This is an optimization exercise on Yosys and OpenROAD, whose aim is small area, a short achievable clock period and few clock cycles, not a production implementation. At most, simulation tests tie the RTL to the original design; equivalence was not proved. Power and IR drop assume default switching activity.

// piu
module piu (
    input  wire        clk,
    input  wire        rst,
    input  wire        req_valid,
    input  wire        req_write,
    input  wire [2:0]  req_addr,
    input  wire [31:0] req_wdata,
    output wire        req_ready,
    output reg         rsp_valid,
    output reg  [31:0] rsp_data,
    output wire        mem_en,
    output wire [10:0] mem_addr,
    input  wire [63:0] mem_rdata
);
For scale: roughly 220 flip-flops, ~150 I/O pins.
export LEC_CHECK = 0
export ABC_AREA = 1
export CAP_MARGIN = 20
export CORE_MARGIN = 2
export CORE_UTILIZATION = 40
export GPL_TIMING_DRIVEN = 1
export SETUP_SLACK_MARGIN = 5
export SLEW_MARGIN = 20
export TNS_END_PERCENT = 100
create_clock -name core_clock -period 10.0 [get_ports {clk}]
standard.sh (not shown) runs the stock make flow with config.mk's settings and CLKGATE_MAP_FILE= SYNTH_SCRIPT=/design/flow/synth_recipe.tcl, a recipe that flattens the netlist after the stock synthesis.
==> flow/flow/run.sh <==
#!/bin/bash
# The standard layout (standard.sh, unchanged steps and settings), with
# the port buffers made from sky130_fd_sc_hd__buf_2 instead of the delay
# cells buffer_ports picks by default. Every port still gets its buffer.
set -euo pipefail
sed -E 's/^(make .*) "\$\{@:-finish\}"$/\1 "BUFFER_PORTS_ARGS=-buffer_cell sky130_fd_sc_hd__buf_2" "${@:-finish}"/' standard.sh > standard_ports.sh
grep -q 'BUFFER_PORTS_ARGS' standard_ports.sh
bash standard_ports.sh > standard.log 2>&1
Next try:
--- a/flow/design.v
+++ b/flow/design.v
@@ -238,20 +238,21 @@
     integer b;
     always @(*) begin
         for (b = 0; b < 32; b = b + 1) begin
             fmask[b]  = fw[5] | (b < fw[4:0]);
             lomask[b] = ~sh[5] | (b <= nsh);         
         end
     end
     wire [31:0] emask = fmask & (s[S_DAT2] ? ~lomask : lomask);
     wire [31:0] ext   = (rot & emask) | (result & {32{s[S_DAT2]}});
-    wire [9:0]  hmv = {1'b0, result[8:0]} - 10'd65;
-    assign hmv_x = {{22{hmv[9]}}, hmv};
+    wire [8:0]  hmv = result[8:0] - 9'd65;
+    wire        hmneg = ~(result[8] | result[7] | (result[6] & (|result[5:0])));
+    assign hmv_x = {{23{hmneg}}, hmv};
     assign mem_en   = s[S_PRD] | s[S_SRD] | s[S_HRD] | s[S_HPRD] | (s[S_DATA] & xw);
     assign mem_addr = use_ma ? ma : dq[10:0];
     wire smul_done = (chunk == 2'd0) & (idx[16:6] == 11'd0);
     wire sacc_done = (chunk == 2'd2) | (idx[16:12] == 5'd0);
     wire hsc_done  = (wtop != 3'd0) | (ma == 11'd0);
     reg [NS-1:0] ns;
     always @(*) begin
         ns = s;
         if (s[S_DIV] & (dcnt == 4'd1)) ns = 1 << S_PRD;
The new run finished clean; sequential cell count does not change; non-clock buffer count goes down by 26; combinational power stays flat; register-to-register slack barely changes; final area goes down by 1.2%; power goes down by 1.6%; global-route usage goes up by 0.16 points; wire length hardly moves; hold slack hardly moves; final cell count goes up by 0.68%.
Testbench counts after the change, summed over its fixed seeds: cycles 14,160.
The RTL of the first run of this note was laid out without a check of its function.

Another version of the RTL of piu (not shown whole).
For scale: roughly 4000 cells after synthesis, about 220 flip-flops, about 150 I/O pins, about 25000 µm² of cells after synthesis.
// piu
module piu (
    input  wire        clk,
    input  wire        rst,
    input  wire        req_valid,
    input  wire        req_write,
    input  wire [2:0]  req_addr,
    input  wire [31:0] req_wdata,
    output wire        req_ready,
    output reg         rsp_valid,
    output reg  [31:0] rsp_data,
    output wire        mem_en,
    output wire [10:0] mem_addr,
    input  wire [63:0] mem_rdata
);
Settings: LEC_CHECK=0, ABC_AREA=1, CAP_MARGIN=20, CORE_MARGIN=2, CORE_UTILIZATION=40, GPL_TIMING_DRIVEN=1, SETUP_SLACK_MARGIN=5, SLEW_MARGIN=20, TNS_END_PERCENT=100; clock period 10.0 ns.
Scripts as last shown in full above: flow/flow/run.sh
Testbench counts at the start, summed over its fixed seeds: cycles 14,160.
Edit:
--- a/flow/design.v
+++ b/flow/design.v
@@ -81,14 +81,40 @@
     reg [10:0] ma;          
     reg [5:0]  sh;          
     reg [2:0]  top;         
     reg [6:0]  rsel;        
     reg        use_ma;      
     reg        rdp;
-    assign req_ready = rdy | (rdp & ~req_write);
-    wire        chk_ge = (result >= plen);
+    assign req_ready = rdy | (rdp & req_valid & ~req_write);
+    reg  [31:0] cg, ce;
+    reg  [15:0] cg1, ce1;
+    reg  [7:0]  cg2, ce2;
+    reg  [3:0]  cg3, ce3;
+    reg  [1:0]  cg4, ce4;
+    integer c;
+    always @(*) begin
+        cg = result & ~plen;
+        ce = ~(result ^ plen);
+        for (c = 0; c < 16; c = c + 1) begin
+            cg1[c] = cg[2*c+1] | (ce[2*c+1] & cg[2*c]);
+            ce1[c] = ce[2*c+1] & ce[2*c];
+        end
+        for (c = 0; c < 8; c = c + 1) begin
+            cg2[c] = cg1[2*c+1] | (ce1[2*c+1] & cg1[2*c]);
+            ce2[c] = ce1[2*c+1] & ce1[2*c];
+        end
+        for (c = 0; c < 4; c = c + 1) begin
+            cg3[c] = cg2[2*c+1] | (ce2[2*c+1] & cg2[2*c]);
+            ce3[c] = ce2[2*c+1] & ce2[2*c];
+        end
+        for (c = 0; c < 2; c = c + 1) begin
+            cg4[c] = cg3[2*c+1] | (ce3[2*c+1] & cg3[2*c]);
+            ce4[c] = ce3[2*c+1] & ce3[2*c];
+        end
+    end
+    wire        chk_ge = cg4[1] | (ce4[1] & (cg4[0] | ce4[0]));
     wire [6:0]  st_fin = chk_ge ? 7'h05 : {st[6:4], 4'd0};
     wire [31:0] hmv_x;
     wire [6:0]  st_v  = (s[S_FIN] & chk) ? st_fin : st;
     wire [31:0] res_v = (s[S_FIN] & hm) ? hmv_x : result;
     always @(*) begin
         rsp_data = ({32{rsel[A_PLEN]}}   & plen) |
@@ -127,12 +153,29 @@
     wire        fmt_c = (op == 4'h4) | (op == 4'h5) | (op == 4'h8) | (op == 4'h9);
     wire        hi_nz = |req_wdata[27:12];
     wire        lo_nz = |req_wdata[11:0];
     wire        ill   = (op == 4'hB) | (op == 4'hE) | (op == 4'hF) | hi_nz | (~fmt_c & lo_nz);
     wire        go    = cmdw & ~ill;
     wire [11:0] lin_bs  = req_wdata[11:0];
+    wire [6:0]  bw1 = {1'b0, wb};
+    wire [6:0]  bw3 = {1'b0, wb} + {wb, 1'b0};
+    function [6:0] dmul;
+        input [1:0] dg;
+        input [6:0] m1, m3;
+        begin
+            case (dg)
+                2'd0: dmul = 7'd0;
+                2'd1: dmul = m1;
+                2'd2: dmul = {m1[5:0], 1'b0};
+                default: dmul = m3;
+            endcase
+        end
+    endfunction
+    wire [10:0] bio_pos = {dmul(req_wdata[11:10], bw1, bw3), 4'd0} +
+                          {2'd0, dmul(req_wdata[7:6], bw1, bw3), 2'd0} +
+                          {4'd0, dmul(req_wdata[3:2], bw1, bw3)};
     wire [5:0]  lin_bio = {req_wdata[11:10], req_wdata[7:6], req_wdata[3:2]};
     wire        plen_z    = (plen == 32'd0);
     wire        dlen_z    = (dlen == 12'd0);
     wire        wpad_bad  = (width == 6'd0) | (width > 6'd32);
     wire        wspan_bad = (width > 6'd32);
     wire        idx_big   = |idx[31:17];
@@ -215,14 +258,15 @@
             fmask[b]  = fw[5] | (b < fw[4:0]);
             lomask[b] = ~sh[5] | (b <= nsh);         
         end
     end
     wire [31:0] emask = fmask & (s[S_DAT2] ? ~lomask : lomask);
     wire [31:0] ext   = (rot & emask) | (result & {32{s[S_DAT2]}});
-    wire [9:0]  hmv = {1'b0, result[8:0]} - 10'd65;
-    assign hmv_x = {{22{hmv[9]}}, hmv};
+    wire [8:0]  hmv = result[8:0] - 9'd65;
+    wire        hmneg = ~(result[8] | result[7] | (result[6] & (|result[5:0])));
+    assign hmv_x = {{23{hmneg}}, hmv};
     assign mem_en   = s[S_PRD] | s[S_SRD] | s[S_HRD] | s[S_HPRD] | (s[S_DATA] & xw);
     assign mem_addr = use_ma ? ma : dq[10:0];
     wire smul_done = (chunk == 2'd0) & (idx[16:6] == 11'd0);
     wire sacc_done = (chunk == 2'd2) | (idx[16:12] == 5'd0);
     wire hsc_done  = (wtop != 3'd0) | (ma == 11'd0);
     reg [NS-1:0] ns;
@@ -241,13 +285,13 @@
         if (s[S_FIN])  ns = 1 << S_IDLE;
         if (go) begin
             case (op)
             4'h6: ns = (wpad_bad | idx_big) ? (1 << S_IDLE) : (ps_w != 3'd0) ? (1 << S_PRD) : (1 << S_DIV);
             4'h7: ns = (wspan_bad | (idx_big & (width != 6'd0))) ? (1 << S_IDLE) : (1 << S_SMUL);
             4'h8: ns = ~getok ? (1 << S_IDLE) : (ps_bs != 3'd0) ? (1 << S_PRD) : (1 << S_DIV);
-            4'h9: ns = ~getok ? (1 << S_IDLE) : (1 << S_SMUL);
+            4'h9: ns = ~getok ? (1 << S_IDLE) : (1 << S_SRD);
             4'hA: ns = 1 << S_FIN;
             4'hC: ns = (~genfull | dlen_z | idx_hmbig) ? (1 << S_IDLE) : (1 << S_HRD);
             4'hD: ns = ~genfull ? (1 << S_IDLE) : dlen_z ? (1 << S_FIN) : (1 << S_HRD);
             default: ;
             endcase
         end
@@ -348,13 +392,14 @@
                 end else begin
                     dq  <= {lin_bs, 6'd0};
                     rem <= 6'd0;
                 end
                 dcnt <= 4'd3;
             end else if (op == 4'h9) begin
-                rem  <= lin_bio;
+                dq   <= {13'd0, bio_pos[10:6]};
+                sh   <= bio_pos[5:0];
             end else if (op == 4'hC) begin
                 dq   <= {idx[13:0], 4'd0};
                 rem  <= 6'd0;
                 dcnt <= 4'd2;
             end else if (op == 4'h7) begin
                 rem  <= idx[5:0];
Outcome: Cell area came out higher by 4.2%. Clock power stays flat. Synthesized cell count came out higher by 5.4%. Via count rises by 4.8%. Final cell count went up by 4.5%. Core utilization barely changes. Non-clock buffer count rose by 3.
For the second run of this note, only the layout was checked, not whether the RTL still works.

==> port drivers added, routing unchanged <==
The results above use ideal ports. As a check the final layouts listed here were re-extracted and re-timed, cells and wires unchanged. Step 1: set_driving_cell puts a clkbuf_16 on clk and a buf_2 on each other input, an assumption about the parent block. Step 2 adds t to the input delays and takes it off the output delays; t is the mean of the earliest and latest rising clock arrival at the registers after step 1. Input paths then give back, and output paths get back, about the clock's delay inside the block. Slacks: ideal / step 1 / step 2; pairs: ideal / step 1.
run | shift t [ns] | setup slack, ns | worst setup path at the end | slew at the worst register clock pin (ns) | pins driven straight from the clock port
the first run of note 1 | 0.617 | 5.031 / 4.976 / 4.532 | input to register | 0.06 / 0.06 | 1
the second run of note 1 | 0.623 | 5.114 / 5.053 / 4.657 | input to register | 0.07 / 0.07 | 1
the first run of note 2 | 0.629 | 5.089 / 5.024 / 4.602 | input to register | 0.07 / 0.07 | 1
the second run of note 2 | 0.637 | 5.080 / 5.024 / 4.554 | input to register | 0.07 / 0.07 | 1
After both steps setup and hold are still met in every run listed. The setup slack of the second run of note 2, which loses most, moves by -0.056 ns with the drivers and by -0.526 ns with both steps.
